This is an optimization exercise on Yosys and OpenROAD, whose aim is small area, not a production implementation. Where RTL was checked, it was by simulation tests only, not by an equivalence proof against the original. The flow treats the clock pin as an ideal source, which a real chip does not have. Power and IR drop assume default switching activity.

Design pyro_radio_b, start of the top module:
module pyro_radio_b (
    input  wire          clk,
    input  wire          rst,             
    input  wire          frame_valid,
    input  wire [175:0]  frame,
    input  wire [31:0]   now,             
    output reg           st_valid,        
    output reg  [1:0]    st_code,         
    output reg  [43:0]   ch_off,          
    output reg  [47:0]   mouse,           
    output reg  [15:0]   mbtn_raw,        
    output reg  [15:0]   key_raw,
    output reg  [1:0]    sw_stable,       
    output reg  [6:0]    sw_event,        
    output reg  [31:0]   sw_change_time,  
    output wire [65:0]   btn_event,       
    output wire [21:0]   btn_stable,
    output wire [21:0]   btn_pending,
    output wire [175:0]  btn_repeat,      
    output wire [703:0]  btn_hold_time,   
    output reg           online
);
clock: 15.0 ns
lec_check: 0
cap_margin: 20
core_margin: 2
core_utilization: 50
slew_margin: 20
standard.sh (not shown) runs the stock make flow with config.mk's settings and CLKGATE_MAP_FILE= SYNTH_SCRIPT=/design/flow/synth_recipe.tcl, a recipe that flattens the netlist after the stock synthesis.
==> flow/flow/run.sh <==
#!/bin/bash
# Layout flow: the standard ORFS flow (standard.sh), with these changes to
# how the layout is made:
#  - synthesis is the standard flow's synthesis script with another ABC mapping script
#    (flow/synth.tcl, flow/abc_area.script): an area-recovering mapping
#    without ABC's own buffering and upsizing;
#  - the port buffers that global placement inserts are sky130_fd_sc_hd__buf_1;
#  - clock tree synthesis inserts no dummy loads and clusters up to 24
#    flip-flops within 120 um per leaf buffer.
# Each tool's full output goes to the ORFS logs under orfs/logs/, and the make
# output to flow_make.log in this folder.
set -euo pipefail
here=$(pwd)
export FLOW_ABC_SCRIPT="$here/flow/abc_area.script"
export BUFFER_PORTS_ARGS="-buffer_cell sky130_fd_sc_hd__buf_1"
export CTS_ARGS="-sink_clustering_enable -repair_clock_nets -dont_use_dummy_load -sink_clustering_size 24 -sink_clustering_max_diameter 120"
bash standard.sh SYNTH_SCRIPT="$here/flow/synth.tcl" finish > flow_make.log 2>&1
==> flow/flow/abc_area.script <==
&get -n
&st
&dch
&nf
&st
&syn2
&synch2
&nf
&st
&dch
&nf -R 1000
&st
&dch -f
&nf -R 1000 -p
&put
topo
stime -c
==> flow/flow/synth.tcl <==
# The standard flow's synthesis script (synth_recipe.tcl), with ORFS's ABC speed script
# replaced by abc_area.script from this folder: the same Yosys flow and the
# same registers, only the gate mapping of the logic differs.
proc synth {args} { yosys synth -nofsm -noshare {*}$args }
proc abc {args} {
  set i [lsearch -exact $args -script]
  if { $i >= 0 } {
    set args [lreplace $args [expr {$i + 1}] [expr {$i + 1}] $::env(FLOW_ABC_SCRIPT)]
  }
  puts "abc with: $args"
  yosys abc {*}$args
}
source $::env(SCRIPTS_DIR)/synth.tcl
# left out here: clear keep_hierarchy, flatten, clean up, hide names made inside functions, write 1_2_yosys.v
The first run ran to the end with no violations.
Then changed:
==> flow/flow/run.sh (replaced) <==
#!/bin/bash
# Layout flow: the standard ORFS flow (standard.sh), with these changes to
# how the layout is made:
#  - synthesis is the standard flow's synthesis script with another ABC mapping script
#    (flow/synth.tcl, flow/abc_area.script): an area-recovering mapping
#    without ABC's own buffering and upsizing;
#  - the port buffers that global placement inserts are sky130_fd_sc_hd__buf_1;
#  - clock tree synthesis inserts no dummy loads.
# Each tool's full output goes to the ORFS logs under orfs/logs/, and the make
# output to flow_make.log in this folder.
set -euo pipefail
here=$(pwd)
export FLOW_ABC_SCRIPT="$here/flow/abc_area.script"
export BUFFER_PORTS_ARGS="-buffer_cell sky130_fd_sc_hd__buf_1"
export CTS_ARGS="-sink_clustering_enable -repair_clock_nets -dont_use_dummy_load -sink_clustering_size 20 -sink_clustering_max_diameter 100"
bash standard.sh SYNTH_SCRIPT="$here/flow/synth.tcl" finish > flow_make.log 2>&1
==> flow/flow/abc_area.script (replaced) <==
&get -n
&st
&dch
&nf
&st
&syn2
&synch2
&nf
&st
&dch
&nf -R 1000
&put
topo
stime -c
--- a/flow/config.mk
+++ b/flow/config.mk
@@ -8,4 +8,4 @@
 export CAP_MARGIN = 20
 export CORE_MARGIN = 2
-export CORE_UTILIZATION = 50
+export CORE_UTILIZATION = 40
 export SLEW_MARGIN = 20
Fmax is about the same.
Worst hold slack hardly moves.
Setup slack gains 38 ps.
Clock power rises by roughly a tenth.
Die area rises by a quarter to a third.
Total power rises by a few percent.
Critical path depth does not change.
Wire length rises by a few percent.
Via count rises by a few percent.
Then changed:
--- a/flow/config.mk
+++ b/flow/config.mk
@@ -9,3 +9,4 @@
 export CORE_MARGIN = 2
 export CORE_UTILIZATION = 40
+export PLACE_DENSITY = 0.8
 export SLEW_MARGIN = 20
Result: Core utilization barely changes; final cell count barely changes; routed wire length falls slightly; design area barely changes; die area is unchanged; clock-buffer cell count came out higher by 3; maximum frequency barely changes; power increases slightly.
Then changed:
--- a/flow/flow/run.sh
+++ b/flow/flow/run.sh
@@ -6,5 +6,6 @@
 #    without ABC's own buffering and upsizing;
 #  - the port buffers that global placement inserts are sky130_fd_sc_hd__buf_1;
-#  - clock tree synthesis inserts no dummy loads.
+#  - clock tree synthesis inserts no dummy loads and clusters up to 24
+#    flip-flops within 120 um per leaf buffer.
 # Each tool's full output goes to the ORFS logs under orfs/logs/, and the make
 # output to flow_make.log in this folder.
@@ -13,4 +14,4 @@
 export FLOW_ABC_SCRIPT="$here/flow/abc_area.script"
 export BUFFER_PORTS_ARGS="-buffer_cell sky130_fd_sc_hd__buf_1"
-export CTS_ARGS="-sink_clustering_enable -repair_clock_nets -dont_use_dummy_load -sink_clustering_size 20 -sink_clustering_max_diameter 100"
+export CTS_ARGS="-sink_clustering_enable -repair_clock_nets -dont_use_dummy_load -sink_clustering_size 24 -sink_clustering_max_diameter 120"
 bash standard.sh SYNTH_SCRIPT="$here/flow/synth.tcl" finish > flow_make.log 2>&1
==> flow/flow/abc_area.script (replaced) <==
&get -n
&st
&dch
&nf
&st
&syn2
&synch2
&nf
&st
&dch
&nf -R 1000
&st
&dch -f
&nf -R 1000 -p -F 10 -A 5 -C 32
&put
topo
stime -c
--- a/flow/config.mk
+++ b/flow/config.mk
@@ -9,4 +9,3 @@
 export CORE_MARGIN = 2
 export CORE_UTILIZATION = 40
-export PLACE_DENSITY = 0.8
 export SLEW_MARGIN = 20
What happened:
- non-clock buffer count came out higher by 6
- worst setup slack is better by 5.2 ps
- routed wire length came out lower slightly
- hold slack is better by 49 ps
- sequential share of layout area came out higher by 0.52 points
- final area came out lower slightly


pyro_radio_b, a different RTL version from the one above (not shown whole).
For scale: ~1500 flip-flops, roughly 1400 I/O pins, about 79000 sq um of cells after synthesis.
clock: 15.0 ns
lec_check: 0
cap_margin: 0
core_margin: 2
core_utilization: 40
slew_margin: 0
run.sh (not shown) runs the stock make flow with config.mk's settings and CLKGATE_MAP_FILE= SYNTH_SCRIPT=/design/flow/synth_recipe.tcl, a recipe that flattens the netlist after the stock synthesis.
Stock flow here: none of the scripts above is used.
Next try:
Settings changed: CAP_MARGIN 0 to 20, SLEW_MARGIN 0 to 20.
What happened: The changed run passed the timing, DRC and antenna checks. Synthesized area stays the same. Worst hold slack hardly moves. Synthesized cell count stays the same. Critical path depth stays the same. Worst setup slack gains 0.059 ns. Flip-flop and latch count stays the same. Die area does not change. Power is about the same. Non-clock buffer count went up by 3. Sequential power hardly moves. Routed wire length is about the same.
Function was not checked in any run of this note: the RTL went through the layout flow alone.


== violet ==
pyro_radio_b, a different RTL version from the one above (not shown whole).
Size: about 7600 cells after synthesis.
// pyro_radio_b
module pyro_radio_b (
    input  wire          clk,
    input  wire          rst,             
    input  wire          frame_valid,
    input  wire [175:0]  frame,
    input  wire [31:0]   now,             
    output reg           st_valid,        
    output reg  [1:0]    st_code,         
    output reg  [43:0]   ch_off,          
    output reg  [47:0]   mouse,           
    output reg  [15:0]   mbtn_raw,        
    output reg  [15:0]   key_raw,
    output reg  [1:0]    sw_stable,       
    output reg  [6:0]    sw_event,        
    output reg  [31:0]   sw_change_time,  
    output wire [65:0]   btn_event,       
    output wire [21:0]   btn_stable,
    output wire [21:0]   btn_pending,
    output wire [175:0]  btn_repeat,      
    output wire [703:0]  btn_hold_time,   
    output reg           online
);
    localparam NBTN = 22;
    wire crc_ok;
    pyro_crc16_check u_crc (.frame(frame), .ok(crc_ok));
    wire [63:0] F = frame[79:16];
    wire [10:0] ch0 = F[10:0];
    wire [10:0] ch1 = F[21:11];
    wire [10:0] ch2 = F[32:22];
    wire [10:0] ch3 = F[43:33];
    wire [1:0]  gear = F[45:44];
    wire [3:0]  fn   = F[49:46];
    wire [7:0]  mb0  = frame[8*16 +: 8];
    wire [7:0]  mb1  = frame[8*17 +: 8];
    wire [15:0] keys = frame[8*18 +: 16];
    wire range_ok = (ch0 >= 11'd364) && (ch0 <= 11'd1684) &&
                    (ch1 >= 11'd364) && (ch1 <= 11'd1684) &&
                    (ch2 >= 11'd364) && (ch2 <= 11'd1684) &&
                    (ch3 >= 11'd364) && (ch3 <= 11'd1684);
    wire commit = frame_valid && crc_ok && range_ok && !rst;
    reg         now0_q;
    reg  [31:0] delta_n;                     
    wire [31:0] delta_r = ~delta_n;
    wire        tick = now[0] ^ now0_q;
    always @(posedge clk) begin
        now0_q <= now[0];
        if (rst)
            delta_n <= ~now;                 
        else if (commit)
            delta_n <= 32'hFFFFFFFF;         
        else
  ...
Settings: LEC_CHECK=0, CAP_MARGIN=20, CORE_MARGIN=2, CORE_UTILIZATION=40, SLEW_MARGIN=20; clock period 15.0 ns.
standard.sh (not shown) runs the stock make flow with config.mk's settings and CLKGATE_MAP_FILE= SYNTH_SCRIPT=/design/flow/synth_recipe.tcl, a recipe that flattens the netlist after the stock synthesis.
==> flow/flow/run.sh <==
#!/bin/bash
# Layout flow: the standard ORFS flow (standard.sh, with the standard
# synthesis unchanged), with these changes to how the layout is made:
#  - the port buffers that global placement inserts are sky130_fd_sc_hd__buf_1
#    instead of the cell buffer_ports would pick by itself;
#  - clock tree synthesis inserts no dummy loads.
# Each tool's full output goes to the ORFS logs under orfs/logs/, and the make
# output to flow_make.log in this folder.
set -euo pipefail
export BUFFER_PORTS_ARGS="-buffer_cell sky130_fd_sc_hd__buf_1"
export CTS_ARGS="-sink_clustering_enable -repair_clock_nets -dont_use_dummy_load"
bash standard.sh > flow_make.log 2>&1
violet: PASS, flow complete, no timing, DRC or antenna violations
What juniper does differently from violet at the input level:
==> flow/flow/run.sh <==
#!/bin/bash
# Layout flow: the standard ORFS flow (standard.sh), with these changes to
# how the layout is made:
#  - synthesis is the standard flow's synthesis script with another ABC mapping script
#    (flow/synth.tcl, flow/abc_area.script): an area-recovering mapping
#    without ABC's own buffering and upsizing;
#  - the port buffers that global placement inserts are sky130_fd_sc_hd__buf_1;
#  - clock tree synthesis inserts no dummy loads.
# Each tool's full output goes to the ORFS logs under orfs/logs/, and the make
# output to flow_make.log in this folder.
set -euo pipefail
here=$(pwd)
export FLOW_ABC_SCRIPT="$here/flow/abc_area.script"
export BUFFER_PORTS_ARGS="-buffer_cell sky130_fd_sc_hd__buf_1"
export CTS_ARGS="-sink_clustering_enable -repair_clock_nets -dont_use_dummy_load"
bash standard.sh SYNTH_SCRIPT="$here/flow/synth.tcl" finish > flow_make.log 2>&1
==> flow/flow/abc_area.script (new file) <==
&get -n
&st
&dch
&nf
&st
&syn2
&synch2
&nf
&st
&dch
&nf -R 1000
&put
topo
stime -c
==> flow/flow/synth.tcl (new file) <==
# The standard flow's synthesis script (synth_recipe.tcl), with ORFS's ABC speed script
# replaced by abc_area.script from this folder: the same Yosys flow and the
# same registers, only the gate mapping of the logic differs.
proc synth {args} { yosys synth -nofsm -noshare {*}$args }
proc abc {args} {
  set i [lsearch -exact $args -script]
  if { $i >= 0 } {
    set args [lreplace $args [expr {$i + 1}] [expr {$i + 1}] $::env(FLOW_ABC_SCRIPT)]
  }
  puts "abc with: $args"
  yosys abc {*}$args
}
source $::env(SCRIPTS_DIR)/synth.tcl
# left out here: clear keep_hierarchy, flatten, clean up, hide names made inside functions, write 1_2_yosys.v
## What came out
juniper reached the end of the flow, and the finished layout is clean on the timing, DRC and antenna checks. Iteration-0 DRC count of the detailed router (juniper over violet): increase, about 1.7%. Diff violet -> juniper: post-place setup slack lower, fraction of area in multi-input gates lower. When juniper is measured against violet, its via count of the first global-routing pass turns out about 1.5% lower. The lower combinational group share of total power of violet and juniper is in violet.
Changes in cedar relative to juniper:
--- a/flow/flow/run.sh
+++ b/flow/flow/run.sh
@@ -15 +15 @@
-export CTS_ARGS="-sink_clustering_enable -repair_clock_nets -dont_use_dummy_load"
+export CTS_ARGS="-sink_clustering_enable -repair_clock_nets -dont_use_dummy_load -sink_clustering_size 30 -sink_clustering_max_diameter 100"
### Flow results
cedar completed; timing, DRC and antenna clean
In the tables for juniper and cedar, wire length of the first global-routing pass reads higher with juniper.
cedar vs juniper: design internal power down by more than 10%
Number of antenna violations at the first check in global routing: cedar < juniper
Comparing juniper and cedar, the lower wire length was measured on cedar.
NOTE: power in cedar falls short of that of juniper
juniper -> cedar: met3 wire length decreased slightly
Headroom to the max-slew limit: cedar better than juniper
On routing usage on met2: cedar sits below juniper.
### cedar -> harbor
Settings: CTS_BUF_LIST: unset -> sky130_fd_sc_hd__clkbuf_4 sky130_fd_sc_hd__clkbuf_8.
==> flow/run.sh (new file) <==
#!/bin/bash
# synth_recipe.tcl (not shown) runs the flow's synth.tcl, then flattens the netlist and writes it again
# the make line also repeats each setting of config.mk as NAME=value (left out here)
make -C /OpenROAD-flow-scripts/flow DESIGN_CONFIG=/design/flow/config.mk WORK_HOME=/design/flow/orfs CLKGATE_MAP_FILE= SYNTH_SCRIPT=/design/flow/synth_recipe.tcl finish
removed: flow/flow/run.sh
removed: flow/flow/abc_area.script
removed: flow/flow/synth.tcl
removed: flow/standard.sh
- harbor vs. cedar: endpoint arrival time on the critical path shows an increase of 130 ps, post-layout minimum cycle time now sits lower, antenna diode count higher.


RTL: one of the versions met above, not the one the previous note started from.
For scale: about 6,800 cells after synthesis, roughly 1,500 flip-flops, roughly 73,000 sq um of cells after synthesis.
==> flow/design.v (excerpt) <==
module pyro_radio_b (
    input  wire          clk,
    input  wire          rst,             
    input  wire          frame_valid,
    input  wire [175:0]  frame,
    input  wire [31:0]   now,             
    output reg           st_valid,        
    output reg  [1:0]    st_code,         
    output reg  [43:0]   ch_off,          
    output reg  [47:0]   mouse,           
    output reg  [15:0]   mbtn_raw,        
    output reg  [15:0]   key_raw,
    output reg  [1:0]    sw_stable,       
    output reg  [6:0]    sw_event,        
    output reg  [31:0]   sw_change_time,  
    output wire [65:0]   btn_event,       
    output wire [21:0]   btn_stable,
    output wire [21:0]   btn_pending,
    output wire [175:0]  btn_repeat,      
    output wire [703:0]  btn_hold_time,   
    output reg           online
);
clock: 15.0 ns
lec_check: 0
cap_margin: 20
core_margin: 2
core_utilization: 40
slew_margin: 20
==> flow/flow/run.sh <==
#!/bin/bash
# Layout flow: the standard ORFS flow (standard.sh), with these changes to
# how the layout is made:
#  - synthesis is the standard flow's synthesis script with another ABC mapping script
#    (flow/synth.tcl, flow/abc_area.script): an area-recovering mapping
#    without ABC's own buffering and upsizing;
#  - the port buffers that global placement inserts are sky130_fd_sc_hd__buf_1;
#  - clock tree synthesis inserts no dummy loads and clusters up to 24
#    flip-flops within 120 um per leaf buffer.
# Each tool's full output goes to the ORFS logs under orfs/logs/, and the make
# output to flow_make.log in this folder.
set -euo pipefail
here=$(pwd)
export FLOW_ABC_SCRIPT="$here/flow/abc_area.script"
export BUFFER_PORTS_ARGS="-buffer_cell sky130_fd_sc_hd__buf_1"
export CTS_ARGS="-sink_clustering_enable -repair_clock_nets -dont_use_dummy_load -sink_clustering_size 24 -sink_clustering_max_diameter 120"
bash standard.sh SYNTH_SCRIPT="$here/flow/synth.tcl" finish > flow_make.log 2>&1
==> flow/flow/abc_area.script <==
&get -n
&st
&dch
&nf
&st
&syn2
&synch2
&nf
&st
&dch
&nf -R 1000
&st
&dch -f
&nf -R 1000 -p
&put
topo
stime -c
==> flow/flow/synth.tcl <==
# The standard flow's synthesis script (synth_recipe.tcl), with ORFS's ABC speed script
# replaced by abc_area.script from this folder: the same Yosys flow and the
# same registers, only the gate mapping of the logic differs.
proc synth {args} { yosys synth -nofsm -noshare {*}$args }
proc abc {args} {
  set i [lsearch -exact $args -script]
  if { $i >= 0 } {
    set args [lreplace $args [expr {$i + 1}] [expr {$i + 1}] $::env(FLOW_ABC_SCRIPT)]
  }
  puts "abc with: $args"
  yosys abc {*}$args
}
source $::env(SCRIPTS_DIR)/synth.tcl
# left out here: clear keep_hierarchy, flatten, clean up, hide names made inside functions, write 1_2_yosys.v
Rerun with:
--- a/flow/flow/run.sh
+++ b/flow/flow/run.sh
@@ -7,4 +7,3 @@
 #  - the port buffers that global placement inserts are sky130_fd_sc_hd__buf_1;
-#  - clock tree synthesis inserts no dummy loads and clusters up to 24
-#    flip-flops within 120 um per leaf buffer.
+#  - clock tree synthesis inserts no dummy loads.
 # Each tool's full output goes to the ORFS logs under orfs/logs/, and the make
@@ -15,3 +14,3 @@
 export BUFFER_PORTS_ARGS="-buffer_cell sky130_fd_sc_hd__buf_1"
-export CTS_ARGS="-sink_clustering_enable -repair_clock_nets -dont_use_dummy_load -sink_clustering_size 24 -sink_clustering_max_diameter 120"
+export CTS_ARGS="-sink_clustering_enable -repair_clock_nets -dont_use_dummy_load -sink_clustering_size 16 -sink_clustering_max_diameter 80"
 bash standard.sh SYNTH_SCRIPT="$here/flow/synth.tcl" finish > flow_make.log 2>&1
After rerunning: The changed run finished clean. Clock skew barely changes. Power came out higher by a few percent. Routed wire length is about the same. Fmax stays flat. Final area came out higher slightly. Sequential cell count is unchanged.
Rerun with:
--- a/flow/flow/run.sh
+++ b/flow/flow/run.sh
@@ -14,3 +14,4 @@
 export BUFFER_PORTS_ARGS="-buffer_cell sky130_fd_sc_hd__buf_1"
-export CTS_ARGS="-sink_clustering_enable -repair_clock_nets -dont_use_dummy_load -sink_clustering_size 16 -sink_clustering_max_diameter 80"
+export CTS_ARGS="-sink_clustering_enable -repair_clock_nets -dont_use_dummy_load -sink_clustering_size 20 -sink_clustering_max_diameter 100"
+export POST_CTS_TCL="$here/flow/post_cts.tcl"
 bash standard.sh SYNTH_SCRIPT="$here/flow/synth.tcl" finish > flow_make.log 2>&1
==> flow/flow/abc_area.script (replaced) <==
&get -n
&st
&dch
&nf
&st
&syn2
&synch2
&nf
&st
&dch
&nf -R 1000
&put
topo
stime -c
==> flow/flow/post_cts.tcl (new file) <==
# After CTS and its timing repair: downsize cells on paths with slack to spare,
# keeping a setup margin for the routed parasitics, then legalize again.
estimate_parasitics -placement
repair_timing -recover_power 100 -setup_margin 0.3 -match_cell_footprint -verbose
detailed_placement
check_placement -verbose
Synthesized cell count grows by about 3%.
Wire length grows by about 4.4%.
Power shrinks by about 3.5%.
Clock skew shrinks by 0.016 ns.
Combinational power grows by about 4%.
Rerun with:
--- a/flow/flow/run.sh
+++ b/flow/flow/run.sh
@@ -14,4 +14,3 @@
 export BUFFER_PORTS_ARGS="-buffer_cell sky130_fd_sc_hd__buf_1"
-export CTS_ARGS="-sink_clustering_enable -repair_clock_nets -dont_use_dummy_load -sink_clustering_size 20 -sink_clustering_max_diameter 100"
-export POST_CTS_TCL="$here/flow/post_cts.tcl"
+export CTS_ARGS="-sink_clustering_enable -repair_clock_nets -dont_use_dummy_load -sink_clustering_size 24 -sink_clustering_max_diameter 80"
 bash standard.sh SYNTH_SCRIPT="$here/flow/synth.tcl" finish > flow_make.log 2>&1
removed: flow/flow/post_cts.tcl
Effect: Die area does not change. Synthesized area does not change. Register-to-register slack gets better by 0.06 ns. Via count climbs by 0.34%. Clock-buffer cell count rose by 15. Global-route usage is about the same. Setup slack gets better by 0.020 ns. Sequential share of layout area is about the same.
Rerun with:
--- a/flow/flow/run.sh
+++ b/flow/flow/run.sh
@@ -14,3 +14,3 @@
 export BUFFER_PORTS_ARGS="-buffer_cell sky130_fd_sc_hd__buf_1"
-export CTS_ARGS="-sink_clustering_enable -repair_clock_nets -dont_use_dummy_load -sink_clustering_size 24 -sink_clustering_max_diameter 80"
+export CTS_ARGS="-sink_clustering_enable -repair_clock_nets -dont_use_dummy_load -sink_clustering_size 24 -sink_clustering_max_diameter 120"
 bash standard.sh SYNTH_SCRIPT="$here/flow/synth.tcl" finish > flow_make.log 2>&1
==> flow/flow/abc_area.script (replaced) <==
&get -n
&st
&dch
&nf
&st
&syn2
&synch2
&nf
&st
&dch
&nf -R 1000
&st
&dch -f
&nf -R 1000 -p
&put
topo
stime -c
What happened:
- critical path depth shrinks by 1
- non-clock buffer count shrinks by 1
- routed wire length came out lower by 4.4%
Rerun with:
--- a/flow/flow/run.sh
+++ b/flow/flow/run.sh
@@ -14,3 +14,3 @@
 export BUFFER_PORTS_ARGS="-buffer_cell sky130_fd_sc_hd__buf_1"
-export CTS_ARGS="-sink_clustering_enable -repair_clock_nets -dont_use_dummy_load -sink_clustering_size 24 -sink_clustering_max_diameter 120"
+export CTS_ARGS="-sink_clustering_enable -repair_clock_nets -dont_use_dummy_load -sink_clustering_size 20 -sink_clustering_max_diameter 100"
 bash standard.sh SYNTH_SCRIPT="$here/flow/synth.tcl" finish > flow_make.log 2>&1
- GPL_ROUTABILITY_DRIVEN: unset -> 0
Fmax hardly moves. Worst setup slack got worse by 0.030 ns. Design area goes up by 0.50%. Count of clock-buffer cells in the layout goes up by 14. Non-clock buffer count goes down by 5.

[afterwards: timing with drivers on the ports]
No port has a modelled driver above. Below, the same layouts with a new extraction and two added sets of constraints. Step 1: set_driving_cell puts a clkbuf_16 on clk and a buf_2 on each other input, an assumption about the parent block. Step 2 also shifts input and output timing later by t, the mid clock arrival at the registers, as if the neighbouring blocks saw the same clock. a / b / c = no drivers / after step 1 / after step 2; a / b = the first two.
run | t, ns | slack for setup (ns) | worst register clock-pin slew, ns | worst slew at a driven data input, ns
the first run of note 1 | 0.780 | 0.210 / 0.278 / -0.502 | 0.11 / 0.11 | 0.19
the second run of note 1 | 0.823 | 0.248 / 0.281 / -0.542 | 0.10 / 0.10 | 0.30
the third run of note 1 | 0.816 | 0.216 / 0.265 / -0.551 | 0.10 / 0.10 | 0.15
the fourth run of note 1 | 0.833 | 0.221 / 0.299 / -0.533 | 0.11 / 0.11 | 0.15
the first run of note 2 | 0.951 | 0.161 / 0.223 / -0.728 | 0.07 / 0.07 | 0.22
the second run of note 2 | 0.948 | 0.220 / 0.293 / -0.655 | 0.08 / 0.08 | 0.21
violet | 0.888 | 0.207 / 0.287 / -0.601 | 0.06 / 0.06 | 0.28
juniper | 0.877 | 0.199 / 0.260 / -0.618 | 0.07 / 0.07 | 0.21
cedar | 0.794 | 0.239 / 0.306 / -0.488 | 0.13 / 0.13 | 0.19
harbor | 1.098 | 0.388 / 0.454 / -0.644 | 0.07 / 0.07 | 0.27
the first run of note 4 | 0.798 | 0.244 / 0.287 / -0.511 | 0.11 / 0.11 | 0.18
the second run of note 4 | 0.854 | 0.243 / 0.287 / -0.567 | 0.08 / 0.08 | 0.18
the third run of note 4 | 0.822 | 0.226 / 0.258 / -0.564 | 0.10 / 0.10 | 0.28
the fourth run of note 4 | 0.837 | 0.246 / 0.281 / -0.556 | 0.10 / 0.10 | 0.28
the fifth run of note 4 | 0.798 | 0.244 / 0.287 / -0.511 | 0.11 / 0.11 | 0.18
the sixth run of note 4 | 0.809 | 0.214 / 0.287 / -0.522 | 0.09 / 0.09 | 0.16
With both steps, setup timing fails in every run listed, where it was met with ideal ports. The setup slack of harbor, which loses most, moves by +0.066 ns with the drivers and by -1.032 ns with both steps.
